This is an optimization exercise on Yosys and OpenROAD, whose aim is small area, a short achievable clock period and few clock cycles, not a production implementation.
Only simulation tests tie the RTL to the original design; equivalence was not proved.
Power is estimated from default activity; no workload was simulated.

[flow/run.sh]
#!/bin/bash
# synth_recipe.tcl (not shown) runs the flow's synth.tcl, then flattens the netlist and writes it again
# the make line also repeats each setting of config.mk as NAME=value (left out here)
make -C /OpenROAD-flow-scripts/flow DESIGN_CONFIG=/design/flow/config.mk WORK_HOME=/design/flow/orfs CLKGATE_MAP_FILE= SYNTH_SCRIPT=/design/flow/synth_recipe.tcl finish
[flow/config.mk]
export PLATFORM = sky130hd
export DESIGN_NAME = klipper_stepq
export DESIGN_NICKNAME = klipper_stepq
export VERILOG_FILES = /design/flow/design.v
export SDC_FILE = /design/flow/constraint.sdc
export NUM_CORES = 4
export LEC_CHECK = 0
export CAP_MARGIN = 20
export CORE_MARGIN = 2
export CORE_UTILIZATION = 40
export PLACE_DENSITY = 0.6
export SLEW_MARGIN = 20
[flow/constraint.sdc]
create_clock -name core_clock -period 10.0 [get_ports {clk}]
set_input_delay 2.0000 -clock core_clock [delete_from_list [all_inputs] [get_ports {clk}]]
set_output_delay 2.0000 -clock core_clock [all_outputs]
set_load 0.01 [all_outputs]
[flow/design.v]
module klipper_stepq (
    input  wire        clk,
    input  wire        rst,        
    input  wire        in_valid,
    output wire        in_ready,
    input  wire        in_fire,    
    input  wire [95:0] in_word,
    output reg         out_valid,
    output reg  [63:0] out_word,
    output wire        shut,
    output wire [7:0]  err
);
    localparam N_INST = 4;
    localparam POOL   = 16;
    localparam [4:0] NIL = 5'h1F;
    localparam [7:0] OP_CONFIGURE = 8'h01, OP_ENQUEUE  = 8'h02, OP_SET_DIR  = 8'h03,
                     OP_RESET_CLK = 8'h04, OP_GET_POS  = 8'h05, OP_SET_POS  = 8'h06,
                     OP_STOP      = 8'h07, OP_SHUTDOWN = 8'h08;
    localparam [7:0] E_INVALID_ARG = 8'd1, E_INVALID_STATE = 8'd2, E_TYPE_MISMATCH = 8'd3,
                     E_ALLOC_EXHAUSTED = 8'd4, E_RESERVED_ENC = 8'd5,
                     E_ALREADY_CONFIGURED = 8'd6, E_EXTERNAL_SHUTDOWN = 8'd7;
    localparam [7:0] RT_REPORT = 8'h81, RT_ARM = 8'h82, RT_CANCEL = 8'h83;
    localparam [2:0] S_IDLE = 3'd0, S_EXEC = 3'd1, S_LOAD = 3'd2, S_DRAIN = 3'd3,
                     S_SHUT = 3'd4;
    reg  [2:0]  state;
    reg  [95:0] ev_word;
    reg         ev_fire;
    reg  [1:0]  cur;           
    reg  [2:0]  sd_idx;        
    reg         sd_active;     
    reg  [N_INST-1:0] cfg;
    reg               shut_r;
    reg  [7:0]        err_r;
    reg  [POOL-1:0]   free_map;
    reg  [31:0] pos   [0:N_INST-1];
    reg  [31:0] wake  [0:N_INST-1];
    reg  [31:0] ivl   [0:N_INST-1];
    reg  [15:0] dlt   [0:N_INST-1];
    reg  [15:0] cnt   [0:N_INST-1];
    reg  [N_INST-1:0] cdir;
    reg  [N_INST-1:0] ndir;
    reg  [4:0]  qhead [0:N_INST-1];
    reg  [4:0]  qtail [0:N_INST-1];
    reg  [31:0] nd_ivl  [0:POOL-1];
    reg  [15:0] nd_dlt  [0:POOL-1];
    reg  [15:0] nd_cnt  [0:POOL-1];
    reg  [POOL-1:0] nd_dir;
    reg  [4:0]  nd_next [0:POOL-1];
    assign in_ready = (state == S_IDLE);
    assign shut     = shut_r;
    assign err      = err_r;
    wire [7:0]  op    = ev_word[7:0];
    wire [7:0]  oid   = ev_word[15:8];
    wire [1:0]  id    = oid[1:0];
    wire        a_dir = ev_word[16];
    wire [31:0] a32   = ev_word[63:32];
    wire [15:0] a_cnt = ev_word[79:64];
    wire [15:0] a_dlt = ev_word[95:80];
    wire is_cfg   = (op == OP_CONFIGURE) && (ev_word[95:16] == 80'd0);
    wire is_enq   = (op == OP_ENQUEUE)   && (ev_word[31:16] == 16'd0);
    wire is_sdir  = (op == OP_SET_DIR)   && (ev_word[95:17] == 79'd0);
    wire is_rclk  = (op == OP_RESET_CLK) && (ev_word[95:64] == 32'd0) && (ev_word[31:16] == 16'd0);
    wire is_gpos  = (op == OP_GET_POS)   && (ev_word[95:16] == 80'd0);
    wire is_spos  = (op == OP_SET_POS)   && (ev_word[95:64] == 32'd0) && (ev_word[31:16] == 16'd0);
    wire is_stop  = (op == OP_STOP)      && (ev_word[95:16] == 80'd0);
    wire is_shdn  = (op == OP_SHUTDOWN)  && (ev_word[95:8]  == 88'd0);
    wire legal    = is_cfg | is_enq | is_sdir | is_rclk | is_gpos | is_spos | is_stop | is_shdn;
    wire id_in_range = (oid < N_INST);
    wire id_ok       = id_in_range && cfg[id];
    wire armed       = id_ok && (cnt[id] != 16'd0);
    reg  [3:0] alloc_idx;
    integer k;
    always @(*) begin
        alloc_idx = 4'd0;
        for (k = POOL - 1; k >= 0; k = k - 1)
            if (free_map[k]) alloc_idx = k[3:0];
    end
    wire pool_empty = (free_map == {POOL{1'b0}});
    wire [31:0] fire_wake = wake[id] + ivl[id];
    wire [31:0] fire_ivl  = ivl[id] + {{16{dlt[id][15]}}, dlt[id]};
    wire [31:0] fire_pos  = cdir[id] ? pos[id] + 32'd1 : pos[id] - 32'd1;
    wire [4:0]  ld_node = qhead[cur];
    wire [3:0]  ld_n    = ld_node[3:0];
    wire [31:0] ld_wake = wake[cur] + nd_ivl[ld_n];
    wire [31:0] ld_ivl  = nd_ivl[ld_n] + {{16{nd_dlt[ld_n][15]}}, nd_dlt[ld_n]};
    always @(posedge clk) begin
        out_valid <= 1'b0;
        if (rst) begin
            state     <= S_IDLE;
            cfg       <= {N_INST{1'b0}};
            shut_r    <= 1'b0;
            err_r     <= 8'd0;
            free_map  <= {POOL{1'b1}};
            sd_active <= 1'b0;
        end else begin
            case (state)
            S_IDLE: begin
                if (in_valid) begin
                    ev_word <= in_word;
                    ev_fire <= in_fire;
                    state   <= S_EXEC;
                end
            end
            S_EXEC: begin
                state <= S_IDLE;
                if (shut_r) begin
                end else if (ev_fire) begin
                    if (armed) begin
                        pos[id] <= fire_pos;
                        if (cnt[id] != 16'd1) begin
                            cnt[id]  <= cnt[id] - 16'd1;
                            wake[id] <= fire_wake;
                            ivl[id]  <= fire_ivl;
                            out_valid <= 1'b1;
                            out_word  <= {fire_wake, 16'd0, oid, RT_ARM};
                        end else begin
                            cur   <= id;
                            state <= S_LOAD;
                        end
                    end
                end else if (!legal) begin
                    err_r  <= E_RESERVED_ENC;
                    sd_idx <= 3'd0;
                    state  <= S_SHUT;
                end else if (is_shdn) begin
                    err_r  <= E_EXTERNAL_SHUTDOWN;
                    sd_idx <= 3'd0;
                    state  <= S_SHUT;
                end else if (is_cfg) begin
                    if (!id_in_range) begin
                        err_r  <= E_ALLOC_EXHAUSTED;
                        sd_idx <= 3'd0;
                        state  <= S_SHUT;
                    end else if (cfg[id]) begin
                        err_r  <= E_ALREADY_CONFIGURED;
                        sd_idx <= 3'd0;
                        state  <= S_SHUT;
                    end else begin
                        cfg[id]   <= 1'b1;
                        pos[id]   <= 32'd0;
                        wake[id]  <= 32'd0;
                        ivl[id]   <= 32'd0;
                        dlt[id]   <= 16'd0;
                        cnt[id]   <= 16'd0;
                        cdir[id]  <= 1'b0;
                        ndir[id]  <= 1'b0;
                        qhead[id] <= NIL;
                    end
                end else if (!id_ok) begin
                    err_r  <= E_TYPE_MISMATCH;
                    sd_idx <= 3'd0;
                    state  <= S_SHUT;
                end else if (is_enq) begin
                    if (a_cnt == 16'd0) begin
                        err_r  <= E_INVALID_ARG;
                        sd_idx <= 3'd0;
                        state  <= S_SHUT;
                    end else if (pool_empty) begin
                        err_r  <= E_ALLOC_EXHAUSTED;
                        sd_idx <= 3'd0;
                        state  <= S_SHUT;
                    end else begin
                        free_map[alloc_idx] <= 1'b0;
                        nd_ivl[alloc_idx]   <= a32;
                        nd_dlt[alloc_idx]   <= a_dlt;
                        nd_cnt[alloc_idx]   <= a_cnt;
                        nd_dir[alloc_idx]   <= ndir[id];
                        nd_next[alloc_idx]  <= NIL;
                        if (qhead[id] == NIL)
                            qhead[id] <= {1'b0, alloc_idx};
                        else
                            nd_next[qtail[id][3:0]] <= {1'b0, alloc_idx};
                        qtail[id] <= {1'b0, alloc_idx};
                        if (cnt[id] == 16'd0) begin
                            cur   <= id;
                            state <= S_LOAD;
                        end
                    end
                end else if (is_sdir) begin
                    ndir[id] <= a_dir;
                end else if (is_rclk) begin
                    if (cnt[id] != 16'd0) begin
                        err_r  <= E_INVALID_STATE;
                        sd_idx <= 3'd0;
                        state  <= S_SHUT;
                    end else begin
                        wake[id] <= a32;
                    end
                end else if (is_gpos) begin
                    out_valid <= 1'b1;
                    out_word  <= {pos[id], 16'd0, oid, RT_REPORT};
                end else if (is_spos) begin
                    pos[id] <= a32;
                end else begin  
                    if (cnt[id] != 16'd0) begin
                        out_valid <= 1'b1;
                        out_word  <= {32'd0, 16'd0, oid, RT_CANCEL};
                    end
                    wake[id]  <= 32'd0;
                    cnt[id]   <= 16'd0;
                    cdir[id]  <= 1'b0;
                    ndir[id]  <= 1'b0;
                    cur       <= id;
                    sd_active <= 1'b0;
                    state     <= S_DRAIN;
                end
            end
            S_LOAD: begin
                state <= S_IDLE;
                if (ld_node == NIL) begin
                    cnt[cur] <= 16'd0;
                end else begin
                    wake[cur]  <= ld_wake;
                    ivl[cur]   <= ld_ivl;
                    dlt[cur]   <= nd_dlt[ld_n];
                    cnt[cur]   <= nd_cnt[ld_n];
                    cdir[cur]  <= nd_dir[ld_n];
                    qhead[cur] <= nd_next[ld_n];
                    free_map[ld_n] <= 1'b1;
                    out_valid <= 1'b1;
                    out_word  <= {ld_wake, 16'd0, 6'd0, cur, RT_ARM};
                end
            end
            S_DRAIN: begin
                if (ld_node == NIL) begin
                    state <= sd_active ? S_SHUT : S_IDLE;
                end else begin
                    qhead[cur] <= nd_next[ld_n];
                    free_map[ld_n] <= 1'b1;
                end
            end
            S_SHUT: begin
                if (sd_idx == N_INST) begin
                    shut_r    <= 1'b1;
                    sd_active <= 1'b0;
                    state     <= S_IDLE;
                end else begin
                    sd_idx <= sd_idx + 3'd1;
                    if (cfg[sd_idx[1:0]]) begin
                        if (cnt[sd_idx[1:0]] != 16'd0) begin
                            out_valid <= 1'b1;
                            out_word  <= {32'd0, 16'd0, 6'd0, sd_idx[1:0], RT_CANCEL};
                        end
                        wake[sd_idx[1:0]] <= 32'd0;
                        cnt[sd_idx[1:0]]  <= 16'd0;
                        cdir[sd_idx[1:0]] <= 1'b0;
                        ndir[sd_idx[1:0]] <= 1'b0;
                        cur       <= sd_idx[1:0];
                        sd_active <= 1'b1;
                        state     <= S_DRAIN;
                    end
                end
            end
            default: state <= S_IDLE;
            endcase
        end
    end
endmodule
==> report_table.html <==
<table>
<tr><th>Metric</th><th>Value</th></tr>
<tr><th colspan="2">Run status</th></tr>
<tr><td>Status</td><td>complete, no violations</td></tr>
<tr><th colspan="2">Layout</th></tr>
<tr><td>Synth-to-layout area growth</td><td>13.6%</td></tr>
<tr><td>Number of fill cells in the layout</td><td>17500</td></tr>
<tr><td>Final #Nets</td><td>roughly 5600</td></tr>
<tr><td>Fraction of final layout cells sized beyond drive strength 1</td><td>between 10% and 20%</td></tr>
<tr><td>Filler-free cell count of the finished design</td><td>~8200</td></tr>
<tr><th colspan="2">Clock network</th></tr>
<tr><td>Worst skew pair latency</td><td>between 800 and 900 ps</td></tr>
<tr><td>Clock tree from TritonCTS</td><td>built</td></tr>
<tr><td>Quantity of hold-fixing buffers added after cts</td><td>0</td></tr>
<tr><td>Clock slew at the register clock pins of the worst setup and hold paths</td><td>60 ps</td></tr>
<tr><td>Max Root-Sink Buffers</td><td>3</td></tr>
<tr><td>Number of H-tree levels</td><td>4</td></tr>
<tr><td>Clock root buffer master</td><td>sky130_fd_sc_hd__clkbuf_16</td></tr>
<tr><td>CTS sink count</td><td>1855</td></tr>
<tr><td>Number of post-CTS setup repair buffers</td><td>0</td></tr>
<tr><td>Number of buffers created by CTS</td><td>roughly 190</td></tr>
<tr><td>Post-CTS Resized</td><td>0</td></tr>
<tr><th colspan="2">Placement</th></tr>
<tr><td>Number of instances in the placed design</td><td>around 8000</td></tr>
<tr><td>Detailed placer's ending HPWL</td><td>roughly 150 mm</td></tr>
<tr><td>Weighted congestion at the end of routability-driven global placement</td><td>0.913</td></tr>
<tr><td>Port bufs</td><td>147</td></tr>
<tr><th colspan="2">Route</th></tr>
<tr><td>Drt pass-1 iters</td><td>6</td></tr>
<tr><td>Routed WL per cell</td><td>just under 30 um</td></tr>
<tr><td>Total wire length after detailed routing</td><td>238 mm</td></tr>
<tr><td>Via total after detailed routing</td><td>between 40000 and 50000</td></tr>
<tr><td>Remaining antenna violation count after routing</td><td>0</td></tr>
<tr><td>Starting DRC count in detailed routing</td><td>about 5500</td></tr>
<tr><td>Post-detailed-route DRC marker count</td><td>0</td></tr>
<tr><td>DR vias/cell</td><td>5.96</td></tr>
<tr><th colspan="2">Timing</th></tr>
<tr><td>Clk_skew</td><td>between 40 and 50 ps</td></tr>
<tr><td>Final period util</td><td>roughly 69%</td></tr>
<tr><td>Final hold violation count</td><td>0</td></tr>
<tr><td>Final setup viols</td><td>0</td></tr>
<tr><td>Final number of max-transition violations</td><td>0</td></tr>
<tr><td>Min cycle time layout</td><td>6900 ps</td></tr>
<tr><td>RSZ-0062 raised after global routing</td><td>no</td></tr>
<tr><td>Setup total negative slack</td><td>0 ps</td></tr>
<tr><td>Maximum operating frequency</td><td>145 MHz</td></tr>
<tr><td>Actual transition at the worst max-transition pin</td><td>1150 ps</td></tr>
<tr><td>Slew Limit Headroom</td><td>between 20% and 30%</td></tr>
<tr><th colspan="2">Global routing</th></tr>
<tr><td>Pin count of the biggest net entering global routing</td><td>115</td></tr>
<tr><td>Number of global-route vias before repair</td><td>slightly below 50000</td></tr>
<tr><td>Final global-route overflow total</td><td>0</td></tr>
<tr><td>Number of antenna violations at the first check in global routing</td><td>10</td></tr>
<tr><td>First-pass GRT wire length</td><td>341 mm</td></tr>
<tr><td>Total routing usage reported by global routing</td><td>22.5%</td></tr>
<tr><th colspan="2">Logic synthesis</th></tr>
<tr><td>Average cell area after synthesis</td><td>16.2 um^2</td></tr>
<tr><td>Mapped Area</td><td>0.0823 mm^2</td></tr>
<tr><td>Syn. warnings</td><td>2</td></tr>
<tr><td>Share of synthesized flip-flops with an asynchronous set or reset</td><td>0%</td></tr>
<tr><td>Gate Count Post-Synth</td><td>between 5000 and 6000</td></tr>
<tr><td>Sequential share of the synthesized area</td><td>approximately two thirds</td></tr>
<tr><td>Number of different library cells in the post-synthesis netlist</td><td>93</td></tr>
<tr><td>Post-synth EDFFs</td><td>1804</td></tr>
<tr><td>Top flip-flop cell by instance count after synthesis</td><td>sky130_fd_sc_hd__edfxtp_1</td></tr>
<tr><td>Number of flip-flops and latches in the synthesized netlist</td><td>1855</td></tr>
<tr><th colspan="2">Power and ir drop</th></tr>
<tr><td>Leakage power of the design</td><td>30.0 nW</td></tr>
<tr><td>Power per unit of standard cell area</td><td>213 mW/mm^2</td></tr>
<tr><td>Peak ir drop on the vdd network</td><td>0.141 mV</td></tr>
<tr><th colspan="2">Critical path</th></tr>
<tr><td>Required time at the worst-slack endpoint</td><td>10520 ps</td></tr>
<tr><td>Critical Path Slowest Stage Cell</td><td>sky130_fd_sc_hd__buf_4</td></tr>
<tr><td>WP buf/inv</td><td>2</td></tr>
<tr><td>Category of the worst setup path launch point</td><td>flop</td></tr>
<tr><td>Worst reg2reg setup slack</td><td>3100 ps</td></tr>
<tr><td>Largest driver fanout on the critical path</td><td>85</td></tr>
<tr><td>Critical Path End Type</td><td>flop</td></tr>
<tr><td>Category of the critical setup timing path</td><td>flop to flop</td></tr>
<tr><td>WP data arrival</td><td>between 7000 and 8000 ps</td></tr>
<tr><td>Top cell family by delay on the critical path</td><td>compound AO/OA/AOI/OAI gates</td></tr>
<tr><td>Critical Path, Cell by Cell</td><td>o21ai_1, inv_8, buf_4, mux4_2, and2_1, a211oi_1, a31oi_1, ha_1, nand2_1, nor3_1, o211ai_1, a21oi_1, a2111oi_0, nor3_1, a21oi_1, o31ai_1, xnor2_1, o22ai_1</td></tr>
<tr><td>Crit path largest cell delay</td><td>740 ps</td></tr>
<tr><th colspan="2">Floorplanning</th></tr>
<tr><td>Row Count</td><td>166</td></tr>
<tr><td>Area of the die</td><td>0.209 mm^2</td></tr>
<tr><td>Count of pins on the block boundary</td><td>175</td></tr>
<tr><td>Area of the placeable core</td><td>0.205 mm^2</td></tr>
<tr><td>Die X-Extent</td><td>458 um</td></tr>
<tr><td>Initial core utilization</td><td>40.2%</td></tr>
<tr><td>Height of the die</td><td>458 um</td></tr>
<tr><th colspan="2">Min path</th></tr>
<tr><td>Type of the most critical hold path</td><td>flop to flop</td></tr>
<tr><td>Beginning of the worst hold path</td><td>nd_next[9][4]</td></tr>
<tr><th colspan="2">Job</th></tr>
<tr><td>Maxcap violations</td><td>0</td></tr>
</table>
through the flow:
stage                     cell area (um^2)  power, mW  setup slack, ps  util (%)  hold slack, ps
final                                93500       19.9             3100      45.7             463
after CTS                            93500       20.0             3130      45.7             469
after global routing                 93500       20.7             2760      45.7             478
after detailed placement             87400       13.1             3180      42.7             455
after global placement               87400       13.1             3110      42.7             444
after floorplan                      82400       11.8              103         -             435
final timing paths:
path | end | cells after the start
setup reg to reg | ivl[0][29] | 18
hold / removal | nd_next[9][4] | 1
setup / recovery | ivl[0][29] | 18
hold reg to reg | nd_next[9][4] | 1
kinds of logic after synthesis:
group	count (synthesis)	synth area share, %
buf+inv	329	1.74
compound gates	955	7.46
simple gates	1096	6.41
mux	489	12.7
fa+ha+maj	186	2.87
flops	1855	67.0
other cells	2	0.00912
xor+xnor	164	1.74
synthesized netlist by cell type, types with 48 or more instances:
master	n	share of area [%]
sky130_fd_sc_hd__dfxtp_1	51	1.2
sky130_fd_sc_hd__nor4_1	52	0.40
sky130_fd_sc_hd__o21ai_1	56	0.34
sky130_fd_sc_hd__nor2_1	262	1.2
sky130_fd_sc_hd__nand3_1	53	0.32
sky130_fd_sc_hd__o22ai_1	48	0.36
sky130_fd_sc_hd__a21o_1	65	0.59
sky130_fd_sc_hd__a21oi_1	224	1.4
sky130_fd_sc_hd__xor2_1	59	0.63
sky130_fd_sc_hd__a211oi_1	87	0.79
sky130_fd_sc_hd__a31oi_1	83	0.63
sky130_fd_sc_hd__clkbuf_1	136	0.62
sky130_fd_sc_hd__and2_1	92	0.70
sky130_fd_sc_hd__nor3_1	63	0.38
sky130_fd_sc_hd__ha_1	181	2.8
sky130_fd_sc_hd__buf_2	56	0.34
sky130_fd_sc_hd__mux4_2	444	12
sky130_fd_sc_hd__o21ai_0	148	0.90
sky130_fd_sc_hd__nand2_1	375	1.7
sky130_fd_sc_hd__inv_1	77	0.35
sky130_fd_sc_hd__edfxtp_1	1804	66
sky130_fd_sc_hd__xnor2_1	105	1.1
registers in the layout, indices dropped and copies added, names as in the netlist, 16 cells and up, named ones only:
register	flops
cnt	64
dlt	64
ev_word	96
free_map	16
ivl	128
nd_cnt	256
nd_dir	16
nd_dlt	256
nd_ivl	512
nd_next	80
out_word	42
pos	128
qhead	20
qtail	16
wake	128
layout by cell type, fill, tap and decap left out, drive strengths merged, types with 51 or more instances in the layout:
cell           netlist  layout
a31oi               83      83
nand2              379     379
o21ai              205     205
edfxtp            1804    1804
nand3               56      56
ha                 181     181
nor2               266     266
dfxtp               51      51
nor4                55      55
clkbuf             136     229
nor3                68      68
inv                 80      92
clkdlybuf4s50        0     147
xor2                59      59
clkinv               0      87
buf                113     119
a21o                65      65
xnor2              105     105
and2                93      93
a211oi              87      87
a21oi              224     224
mux4               444     444
area by class of cell:
cell class	instances	area, um^2	area share (%)
Antenna cell	4	10.0	0.0107
Clock buffer	229	4950	5.30
Tap cell	2688	3360	3.60
Clock inverter	122	1130	1.21
Multi-Input combinational cell	2917	26000	27.8
Inverter	80	343	0.367
Timing Repair Buffer	266	2460	2.64
Sequential cell	1855	55200	59.0
worst register-to-register path, cell delays in order (launching register included):
cell                        delay (ps)
sky130_fd_sc_hd__dfxtp_4           620
sky130_fd_sc_hd__o21ai_1           420
sky130_fd_sc_hd__inv_8             580
sky130_fd_sc_hd__buf_4             760
sky130_fd_sc_hd__mux4_2            410
sky130_fd_sc_hd__and2_1            130
sky130_fd_sc_hd__a211oi_1           50
sky130_fd_sc_hd__a31oi_1           680
sky130_fd_sc_hd__ha_1              340
sky130_fd_sc_hd__nand2_1            80
sky130_fd_sc_hd__nor3_1            160
sky130_fd_sc_hd__o211ai_1          180
sky130_fd_sc_hd__a21oi_1           610
sky130_fd_sc_hd__a2111oi_0         250
sky130_fd_sc_hd__nor3_1            480
sky130_fd_sc_hd__a21oi_1           200
sky130_fd_sc_hd__o31ai_1           320
sky130_fd_sc_hd__xnor2_1           160
sky130_fd_sc_hd__o22ai_1           150
where the power goes:
group,switching [mW],internal [mW]
Clock,3.04,3.91
Sequential,0.0968,8.82
Combinational,2.50,1.55
Total,5.64,14.3
routing by layer:
metal | vias to the layer above | global-route usage [%] | share of wire (%)
li1 | 20900 | - | -
met1 | 25400 | 30.2 | 41
met2 | 2003 | 37.0 | 48
met3 | 357 | 3.72 | 7.4
met4 | 2 | 7.76 | 3.6
met5 | - | 0 | 0.0055
Testbench counts, summed over its fixed seeds: cycles 28,018.

## afterwards: timing with drivers on the ports
The flow's constraints put no driver on any port. The routed layout listed below was extracted and timed again, unchanged, in two steps. Step 1 sets driving cells, clkbuf_16 on the clock port and buf_2 on the other inputs (assumed; they add their load-dependent delay and slew). Step 2 times the ports against the registers' clock, not the clock port: input delays grow and output delays shrink by t, the midpoint of the rising clock arrivals with the driver on. a / b / c = no drivers / after step 1 / after step 2; a / b = the first two.
t, ns: 0.921
slack for setup (ns): 3.102 / 3.102 / 3.102
hold WS [ns]: 0.463 / 0.463 / 0.463
cell pins on the clock port's net: 1
After both steps setup and hold are still met in this run. The setup slack of this run moves by 0.000 ns with the drivers and by 0.000 ns with both steps.
